From an optimization exercise on the open Yosys and OpenROAD flow, aimed at small area; shortcuts taken in it are not production practice.
Function was checked by simulation only, so behaviour that the tests miss may differ from the original.
No driver is modelled on the clock port, so clocking that relies on it looks cheaper here than on a real chip.
No activity file was given, so power comes from the tool's default toggle rates.

// pocsag_rx
module pocsag_rx (
    input  wire        clk,
    input  wire        rst,
    input  wire        in_valid,
    input  wire [15:0] in_sample,
    output wire        pre_found,
    output wire        sync_found,
    output wire        out_valid,
    output wire [3:0]  out_index,
    output wire [31:0] out_word,
    output wire        out_fail,
    output wire        out_addr
);
    localparam PRE_MIN_T = 519;
    localparam [31:0]  KMP_P  = 32'h1BA84B3E;
    localparam [159:0] KMP_FB = {5'd2, 5'd2, 5'd4, 5'd1, 5'd1, 5'd5, 5'd1, 5'd1,
                                 5'd1, 5'd3, 5'd1, 5'd3, 5'd1, 5'd2, 5'd2, 5'd2,
                                 5'd3, 5'd1, 5'd2, 5'd3, 5'd1, 5'd4, 5'd1, 5'd1,
                                 5'd2, 5'd0, 5'd1, 5'd1, 5'd1, 5'd1, 5'd1, 5'd0};
    localparam [1:0] S_PRE   = 2'd0,
                     S_SYNC  = 2'd1,
                     S_BATCH = 2'd2;
    wire bit_valid, bit_val;
    pocsag_slicer u_slicer (
        .clk       (clk),
        .rst       (rst),
        .in_valid  (in_valid),
        .in_sample (in_sample),
        .bit_valid (bit_valid),
        .bit_val   (bit_val)
    );
    reg  [1:0]  state;
    reg  [5:0]  cnt;       
    reg  [3:0]  rnd;       
    reg         full;      
    reg  [9:0]  ptrans;
    reg         prev;      
    reg         arm;       
    reg         act;       
    reg  [3:0]  ph;
    reg  [3:0]  stg;       
    reg  [3:0]  pf;        
    reg  [15:0] ring [0:35];
    wire in_pre   = (state == S_PRE);
  ...
For scale: roughly 1500 cells after synthesis, about 60 I/O pins, roughly 0.020 sq mm of cells after synthesis.
Settings: LEC_CHECK=0, CAP_MARGIN=20, CORE_MARGIN=2, CORE_UTILIZATION=65, CTS_BUF_LIST=sky130_fd_sc_hd__clkbuf_16, CTS_CLUSTER_DIAMETER=120, CTS_CLUSTER_SIZE=30, PLACE_DENSITY=0.75, SLEW_MARGIN=20; clock period 14.0 ns.
standard.sh (not shown) runs the stock make flow with config.mk's settings and CLKGATE_MAP_FILE= SYNTH_SCRIPT=/design/flow/synth_recipe.tcl, a recipe that flattens the netlist after the stock synthesis.
==> flow/flow/run.sh <==
#!/bin/bash
set -euo pipefail
W=$PWD
sed 's|^\( *\)log_cmd abc {\*}$abc_args$|\1log_cmd abc {*}[lreplace $abc_args 1 1 $::env(AREA_ABC_SCRIPT)]|' \
  "$FLOW_HOME/scripts/synth.tcl" > "$W/synth_area_orfs.tcl"
grep -q 'AREA_ABC_SCRIPT' "$W/synth_area_orfs.tcl"
sed "s|source \$::env(SCRIPTS_DIR)/synth.tcl|source $W/synth_area_orfs.tcl|" synth_recipe.tcl > "$W/synth_area.tcl"
grep -q "source $W/synth_area_orfs.tcl" "$W/synth_area.tcl"
export AREA_ABC_SCRIPT=$W/flow/abc_area.script
export BUFFER_PORTS_ARGS="-buffer_cell sky130_fd_sc_hd__buf_1"
bash standard.sh SYNTH_SCRIPT="$W/synth_area.tcl" cts > standard_cts.log 2>&1
R=orfs/results/$FLOW_PLATFORM/pocsag_rx/base
P=$FLOW_HOME/platforms/$FLOW_PLATFORM
DONT_USE=$(make -s -C "$FLOW_HOME" DESIGN_CONFIG="$W/config.mk" WORK_HOME="$W/orfs" print-DONT_USE_CELLS 2>/dev/null | sed -n 's/^DONT_USE_CELLS: //p')
RESULTS_DIR=$R PLATFORM_DIR=$P LIB_FILES=$P/lib/sky130_fd_sc_hd__tt_025C_1v80.lib DONT_USE_CELLS="$DONT_USE" \
  openroad -no_init -exit flow/recover.tcl > recover.log 2>&1
bash standard.sh SYNTH_SCRIPT="$W/synth_area.tcl" finish > standard.log 2>&1
==> flow/flow/abc_area.script <==
&get -n
&st
&dch -f
&nf -a -R 1000
&st
&syn2
&dch -f
&nf -a -R 1000
&st
&syn2
&dch -f
&nf -a -R 1000
&st
&syn2
&dch -f
&nf -a -R 1000
&put
==> flow/flow/recover.tcl <==
# Between clock tree synthesis and global routing: size cells down where the
# timing allows (OpenROAD's power recovery), then legalize the placement.
set res $::env(RESULTS_DIR)
read_liberty $::env(LIB_FILES)
read_db $res/4_cts.odb
read_sdc $res/4_cts.sdc
source $::env(PLATFORM_DIR)/setRC.tcl
set_dont_use $::env(DONT_USE_CELLS)
estimate_parasitics -placement
report_worst_slack -max
report_design_area
repair_timing -recover_power 100 -setup_margin 0.5 -verbose
detailed_placement
check_placement -verbose
estimate_parasitics -placement
report_worst_slack -max
report_check_types -max_slew -max_capacitance -violators
report_design_area
write_db $res/4_cts.odb
The baseline went through all stages and came out clean.
Then changed:
--- a/flow/flow/run.sh
+++ b/flow/flow/run.sh
@@ -9,4 +9,5 @@
 export AREA_ABC_SCRIPT=$W/flow/abc_area.script
 export BUFFER_PORTS_ARGS="-buffer_cell sky130_fd_sc_hd__buf_1"
+export CTS_ARGS="-sink_clustering_enable -repair_clock_nets -sink_clustering_size 30 -sink_clustering_max_diameter 120 -buf_list sky130_fd_sc_hd__clkbuf_16 -dont_use_dummy_load"
 bash standard.sh SYNTH_SCRIPT="$W/synth_area.tcl" cts > standard_cts.log 2>&1
 R=orfs/results/$FLOW_PLATFORM/pocsag_rx/base
Settings changed: GPL_ROUTABILITY_DRIVEN set to 0, GPL_TIMING_DRIVEN set to 0.
Core utilization went down by 0.14 points.
Clock power goes down by a few percent.
Register-to-register slack got worse by 0.02 ns.
Wire length went down by a little under a tenth.
Non-clock buffer count decreases by 2.
Die area stays the same.
Design area barely changes.

[separate check: timing with driven ports]
The flow's constraints put no driver on any port. The routed layouts listed below were extracted and timed again, unchanged, in two steps. Step 1 (the two cells are an assumption about what drives the block):
set clk [get_ports {clk}]
set_driving_cell -lib_cell sky130_fd_sc_hd__clkbuf_16 $clk
set_driving_cell -lib_cell sky130_fd_sc_hd__buf_2 [delete_from_list [all_inputs] $clk]
Step 2, shift: input delay + t, output delay - t, t = (earliest + latest rising clock arrival at the registers) / 2. This alone moves slack from input paths to output paths. a / b / c = no drivers / after step 1 / after step 2; a / b = the first two.
| run | t, ns | slack for setup (ns) | hold slack, ns | slew at the worst register clock pin (ns) | pins driven straight from the clock port |
|---|---|---|---|---|---|
| the first run | 0.616 | 2.005 / 2.030 / 1.414 | 0.325 / 0.325 / 0.325 | 0.12 / 0.12 | 1 |
| the second run | 0.607 | 2.042 / 2.075 / 1.468 | 0.325 / 0.325 / 0.325 | 0.12 / 0.12 | 1 |
After both steps setup and hold are still met in every run listed. The setup slack of the first run, which loses most, moves by +0.025 ns with the drivers and by -0.591 ns with both steps.
